Context: an optimization exercise on an open-source flow, tuned for small area. The choices shown serve that exercise and are no tape-out recipe. At most, simulation tests tie the RTL to the original design; equivalence was not proved. Power and IR drop assume default switching activity. No driver is modelled on the clock port, so clocking that relies on it looks cheaper here than on a real chip.

## the baseline
==> flow/design.v (excerpt) <==
module il_core (
    input  wire        clk,
    input  wire        rst,
    input  wire        start,
    input  wire [15:0] prog_len,
    output wire        busy,
    output wire [15:0] acc,
    output wire [15:0] last_line,
    output wire [4:0]  esp,
    output wire [4:0]  csp,
    output wire        prog_valid,
    output wire [15:0] prog_addr,
    input  wire        prog_ready,
    input  wire [15:0] prog_word,
    input  wire [15:0] prog_opr,
    output wire        mem_valid,
    output wire        mem_we,
    output wire [1:0]  mem_region,
    output wire [4:0]  mem_slot,
    output wire [15:0] mem_wdata,
    input  wire        mem_ready,
    input  wire [15:0] mem_rdata
);
==> flow/config.mk <==
export PLATFORM = sky130hd
export DESIGN_NAME = il_core
export DESIGN_NICKNAME = il_core
export VERILOG_FILES = /design/flow/design.v
export SDC_FILE = /design/flow/constraint.sdc
export NUM_CORES = 4
export LEC_CHECK = 0
export CAP_MARGIN = 20
export CORE_MARGIN = 2
export CORE_UTILIZATION = 80
export SLEW_MARGIN = 20
==> flow/constraint.sdc <==
create_clock -name core_clock -period 8.0 [get_ports {clk}]
set_input_delay 1.6000 -clock core_clock [delete_from_list [all_inputs] [get_ports {clk}]]
set_output_delay 1.6000 -clock core_clock [all_outputs]
set_load 0.01 [all_outputs]
standard.sh (not shown) runs the stock make flow with config.mk's settings and CLKGATE_MAP_FILE= SYNTH_SCRIPT=/design/flow/synth_recipe.tcl, a recipe that flattens the netlist after the stock synthesis.
==> flow/flow/run.sh <==
#!/bin/bash
# The standard layout (the standard.sh), with two changes: the port
# buffers are sky130_fd_sc_hd__buf_1, and clock tree synthesis gets its own
# clustering arguments and no dummy loads.
set -euo pipefail
bash standard.sh finish "BUFFER_PORTS_ARGS=-buffer_cell sky130_fd_sc_hd__buf_1" \
  "CTS_ARGS=-sink_clustering_enable -repair_clock_nets -sink_clustering_size 32 -sink_clustering_max_diameter 80 -buf_list sky130_fd_sc_hd__clkbuf_16 -dont_use_dummy_load" \
  > standard_flow.log 2>&1
For the candidate, these inputs were changed with respect to the baseline:
- a change of CORE_UTILIZATION from 80 to 65
--- outcome ---
Measured against each other, the baseline and the candidate differ in total global-route track usage, the higher figure coming from the baseline.
Setup WNS the baseline -> the candidate: better
Looking only at post-route clock period utilization, and setting everything else aside, the lower value of the baseline and the candidate goes to the candidate.

* * *

run E:
il_core, a different RTL version from the one above (not shown whole).
For scale: ~1,900 cells after synthesis, ~850 flip-flops, about 150 I/O pins, roughly 25,000 um^2 of cells after synthesis.
clock: 8.0 ns
lec_check: 0
cap_margin: 20
core_margin: 2
core_utilization: 40
cts_buf_list: sky130_fd_sc_hd__clkbuf_8
cts_cluster_diameter: 100
cts_cluster_size: 16
slew_margin: 20
run.sh (not shown) runs the stock make flow with config.mk's settings and CLKGATE_MAP_FILE= SYNTH_SCRIPT=/design/flow/synth_recipe.tcl, a recipe that flattens the netlist after the stock synthesis.
Stock flow here: none of the scripts above is used.
Complete run, failing final checks: run E, reason negative setup slack.
Setup changes, run E to run H
# run E
export LEC_CHECK = 0
export CAP_MARGIN = 20
export CORE_MARGIN = 2
export CORE_UTILIZATION = 40
export CTS_BUF_LIST = sky130_fd_sc_hd__clkbuf_8
export CTS_CLUSTER_DIAMETER = 100
export CTS_CLUSTER_SIZE = 16
export SLEW_MARGIN = 20
create_clock -name core_clock -period 8.0 [get_ports {clk}]
# run H
export LEC_CHECK = 0
export CAP_MARGIN = 20
export CORE_MARGIN = 2
export CORE_UTILIZATION = 40
export CTS_BUF_LIST = sky130_fd_sc_hd__clkbuf_16
export CTS_CLUSTER_DIAMETER = 100
export CTS_CLUSTER_SIZE = 30
export SLEW_MARGIN = 20
create_clock -name core_clock -period 8.0 [get_ports {clk}]
Notes after the runs:
- Run H did not stop at any stage, and its layout met the timing, DRC and antenna checks.
- Multi-input gate share of total cell area ended up 0.28 points lower on run H than on run E.
- In the metrics for run H and run E, the one carrying the higher total combinational power is run E.
- Diff run E..run H | parity-gate share of the synthesized area counting xor and xnor cells | unchanged
- Run H against run E: wire length dropped 1.6%; detailed-routed wire length on met3 dropped about 9%.
- Total power of run H is higher than that of run E.
- Compared with run E, run H degrades internal power.
No functional check of the RTL was part of any run of this note.

* * *

il_core, a different RTL version from the one above (not shown whole).
Size in the first run: roughly 860 flip-flops, ~150 I/O pins, about 0.025 mm^2 of cells after synthesis.
export LEC_CHECK = 0
export CAP_MARGIN = 20
export CORE_MARGIN = 2
export CORE_UTILIZATION = 40
export SLEW_MARGIN = 20
create_clock -name core_clock -period 8.0 [get_ports {clk}]
standard.sh (not shown) runs the stock make flow with config.mk's settings and CLKGATE_MAP_FILE= SYNTH_SCRIPT=/design/flow/synth_recipe.tcl, a recipe that flattens the netlist after the stock synthesis.
Scripts as last shown in full above: flow/flow/run.sh
The starting point completed with no timing, DRC or antenna violations.
Rerun with:
==> flow/flow/run.sh (replaced) <==
#!/bin/bash
# The standard layout (the standard.sh: standard synthesis, floorplan,
# placement, CTS, routing), with one change: the buffers that placement puts
# on the ports are sky130_fd_sc_hd__buf_1 instead of the default choice.
set -euo pipefail
bash standard.sh finish "BUFFER_PORTS_ARGS=-buffer_cell sky130_fd_sc_hd__buf_1" > standard_flow.log 2>&1
CTS_BUF_LIST = sky130_fd_sc_hd__clkbuf_16   (was default)
CTS_CLUSTER_DIAMETER = 100   (was default)
CTS_CLUSTER_SIZE = 30   (was default)
First-iteration DRC count is lower by 1.5%.
Routed wire length climbs by 0.44%.
Flip-flop and latch count stays the same.
Global-route usage barely changes.
Cell area rose by 0.57%.
Fmax falls by 0.95%.
Register-to-register slack gains 50 ps.
Clock-buffer cell count stays the same.
Via count is higher by 0.39%.
Area after synthesis does not change.
Power grows by 1.8%.
Rerun with:
==> flow/run.sh (new file) <==
#!/bin/bash
# synth_recipe.tcl (not shown) runs the flow's synth.tcl, then flattens the netlist and writes it again
# the make line also repeats each setting of config.mk as NAME=value (left out here)
make -C /OpenROAD-flow-scripts/flow DESIGN_CONFIG=/design/flow/config.mk WORK_HOME=/design/flow/orfs CLKGATE_MAP_FILE= SYNTH_SCRIPT=/design/flow/synth_recipe.tcl finish
removed: flow/flow/run.sh
removed: flow/standard.sh
After rerunning: Worst setup slack is worse by 620 ps; total power grows by 1.2%; area after synthesis is unchanged; clock power barely changes; global-route usage grows by 0.26 points; sequential share of layout area shrinks by 2.0 points; cell count shrinks by 0.38%; final area grows by 3.2%; combinational power grows by 7.1%.

* * *

Another version of the RTL of il_core (not shown whole).
Size: about 1900 cells after synthesis, ~150 I/O pins, ~0.024 sq mm of cells after synthesis.
clock: 8.0 ns
lec_check: 0
cap_margin: 0
core_margin: 2
core_utilization: 65
slew_margin: 0
==> flow/flow/run.sh <==
#!/bin/bash
# The standard layout (the standard.sh), with two changes: the port
# buffers are sky130_fd_sc_hd__buf_1, and clock tree synthesis gets its own
# clustering arguments and no dummy loads.
set -euo pipefail
bash standard.sh finish "BUFFER_PORTS_ARGS=-buffer_cell sky130_fd_sc_hd__buf_1" \
  "CTS_ARGS=-sink_clustering_enable -repair_clock_nets -sink_clustering_size 32 -sink_clustering_max_diameter 80 -buf_list sky130_fd_sc_hd__clkbuf_16 -dont_use_dummy_load" \
  > standard_flow.log 2>&1
Then changed:
CAP_MARGIN = 20   (was 0)
GPL_TIMING_DRIVEN = 0   (was unset)
SLEW_MARGIN = 20   (was 0)
Effect: The changed run ran to the end with no violations; final area grows by 0.99%; setup slack is better by 100 ps; first-iteration DRC count shrinks by 5.1%; wire length grows by 5.3%; clock skew grows by 35 ps; die area is unchanged; hold slack barely changes; flip-flop and latch count does not change.
Then changed:
==> flow/flow/run.sh (replaced) <==
#!/bin/bash
# The standard layout (the standard.sh), with two changes: the port
# buffers are sky130_fd_sc_hd__buf_1, and clock tree synthesis gets its own
# clustering arguments and no dummy loads.
set -euo pipefail
bash standard.sh finish "BUFFER_PORTS_ARGS=-buffer_cell sky130_fd_sc_hd__buf_1" \
  "CTS_ARGS=-sink_clustering_enable -repair_clock_nets -sink_clustering_size 30 -sink_clustering_max_diameter 70 -buf_list sky130_fd_sc_hd__clkbuf_16 -dont_use_dummy_load" \
  > standard_flow.log 2>&1
GPL_TIMING_DRIVEN = unset   (was 0)
What happened: The new run produced a clean layout; global-route usage fell by 1.9 points; wire length went down by 5.1%; core utilization shrinks by 0.48 points; clock power rose by about 4%; die area is unchanged; area after synthesis does not change; final area is lower by 0.67%.
Then changed:
==> flow/flow/run.sh (replaced) <==
#!/bin/bash
# The standard layout (the standard.sh), with two changes: the port
# buffers are sky130_fd_sc_hd__buf_1, and clock tree synthesis gets its own
# clustering arguments and no dummy loads.
set -euo pipefail
bash standard.sh finish "BUFFER_PORTS_ARGS=-buffer_cell sky130_fd_sc_hd__buf_1" \
  "CTS_ARGS=-sink_clustering_enable -repair_clock_nets -sink_clustering_size 32 -sink_clustering_max_diameter 80 -buf_list sky130_fd_sc_hd__clkbuf_16 -dont_use_dummy_load" \
  > standard_flow.log 2>&1
After rerunning: The new run finished clean; wire length is about the same; global-route usage stays flat; final cell count is about the same; register-to-register slack gains 30 ps; combinational power stays flat; first-iteration DRC count decreases by 2.1%; clock-buffer cell count decreases by 3; via count increases by 0.41%; power decreases by 1.1%; setup slack gains 29 ps.

* * *

il_core, a different RTL version from the one above (not shown whole).
Size in the first run: ~1,900 cells after synthesis, roughly 150 I/O pins.
==> flow/design.v (excerpt) <==
module il_core (
    input  wire        clk,
    input  wire        rst,
    input  wire        start,
    input  wire [15:0] prog_len,
    output wire        busy,
    output wire [15:0] acc,
    output wire [15:0] last_line,
    output wire [4:0]  esp,
    output wire [4:0]  csp,
    output wire        prog_valid,
    output wire [15:0] prog_addr,
    input  wire        prog_ready,
    input  wire [15:0] prog_word,
    input  wire [15:0] prog_opr,
    output wire        mem_valid,
    output wire        mem_we,
    output wire [1:0]  mem_region,
    output wire [4:0]  mem_slot,
    output wire [15:0] mem_wdata,
    input  wire        mem_ready,
    input  wire [15:0] mem_rdata
);
clock: 8.0 ns
lec_check: 0
cap_margin: 20
core_margin: 2
core_utilization: 40
cts_buf_list: sky130_fd_sc_hd__clkbuf_16
cts_cluster_diameter: 100
cts_cluster_size: 30
slew_margin: 20
run.sh (not shown) runs the stock make flow with config.mk's settings and CLKGATE_MAP_FILE= SYNTH_SCRIPT=/design/flow/synth_recipe.tcl, a recipe that flattens the netlist after the stock synthesis.
Stock flow here: none of the scripts above is used.
Edit:
==> flow/flow/run.sh (new file) <==
#!/bin/bash
# The standard layout (the standard.sh: standard synthesis, floorplan,
# placement, CTS, routing), with one change: the buffers that placement puts
# on the ports are sky130_fd_sc_hd__buf_1 instead of the default choice.
set -euo pipefail
bash standard.sh finish "BUFFER_PORTS_ARGS=-buffer_cell sky130_fd_sc_hd__buf_1" > standard_flow.log 2>&1
==> flow/standard.sh (new file) <==
#!/bin/bash
# synth_recipe.tcl (not shown) runs the flow's synth.tcl, then flattens the netlist and writes it again
# the make line also repeats each setting of config.mk as NAME=value (left out here)
make -C /OpenROAD-flow-scripts/flow DESIGN_CONFIG=/design/flow/config.mk WORK_HOME=/design/flow/orfs CLKGATE_MAP_FILE= SYNTH_SCRIPT=/design/flow/synth_recipe.tcl "${@:-finish}"
removed: flow/run.sh
Routed wire length decreases slightly. Global-route usage decreases by 0.27 points. Combinational power decreases by a few percent. Clock skew increases by 3.4 ps. Via count decreases slightly. Setup slack gets better by 650 ps.
No run of this note included a check of the RTL's function; only the layout flow was run.

-- separate check: timing with driven ports --
No port has a modelled driver above. Below, the same layouts with a new extraction and two added sets of constraints. Step 1 sets driving cells, clkbuf_16 on the clock port and buf_2 on the other inputs (assumed; they add their load-dependent delay and slew). Step 2 also shifts input and output timing later by t, the mid clock arrival at the registers, as if the neighbouring blocks saw the same clock. Three values: ideal ports, drivers, drivers and shift; two values: the first two.
run | t, ns | setup slack, ns | hold WS [ns] | worst setup path after step 2 | worst data-port slew with drivers (ns)
the baseline | 0.661 | 1.392 / 1.392 / 1.392 | 0.298 / 0.298 / 0.298 | register to register | 0.05
the candidate | 0.599 | 1.634 / 1.634 / 1.634 | 0.303 / 0.303 / 0.303 | register to register | 0.05
run E | 0.728 | -0.010 / -0.010 / -0.010 | 0.316 / 0.316 / 0.316 | register to register | 0.06
run H | 0.627 | 0.218 / 0.218 / 0.218 | 0.303 / 0.303 / 0.303 | register to register | 0.05
the first run of note 3 | 0.621 | 2.422 / 2.401 / 2.401 | 0.268 / 0.268 / 0.268 | input to output | 0.08
the second run of note 3 | 0.635 | 2.369 / 2.347 / 2.347 | 0.304 / 0.304 / 0.304 | input to output | 0.08
the third run of note 3 | 0.646 | 1.750 / 1.726 / 1.726 | 0.321 / 0.321 / 0.321 | input to output | 0.06
the first run of note 4 | 0.617 | 1.809 / 1.809 / 1.809 | 0.279 / 0.279 / 0.279 | register to register | 0.05
the second run of note 4 | 0.614 | 1.914 / 1.914 / 1.914 | 0.278 / 0.278 / 0.278 | register to register | 0.05
the third run of note 4 | 0.631 | 1.757 / 1.757 / 1.757 | 0.249 / 0.249 / 0.249 | register to register | 0.05
the fourth run of note 4 | 0.616 | 1.785 / 1.785 / 1.785 | 0.277 / 0.277 / 0.277 | register to register | 0.05
the first run of note 5 | 0.631 | 1.566 / 1.536 / 1.536 | 0.323 / 0.323 / 0.323 | input to output | 0.07
the second run of note 5 | 0.631 | 2.212 / 2.189 / 2.189 | 0.298 / 0.298 / 0.298 | input to output | 0.08
For the first run of note 5, which loses most, drivers alone change the setup slack by -0.030 ns; drivers and shift together by -0.030 ns.
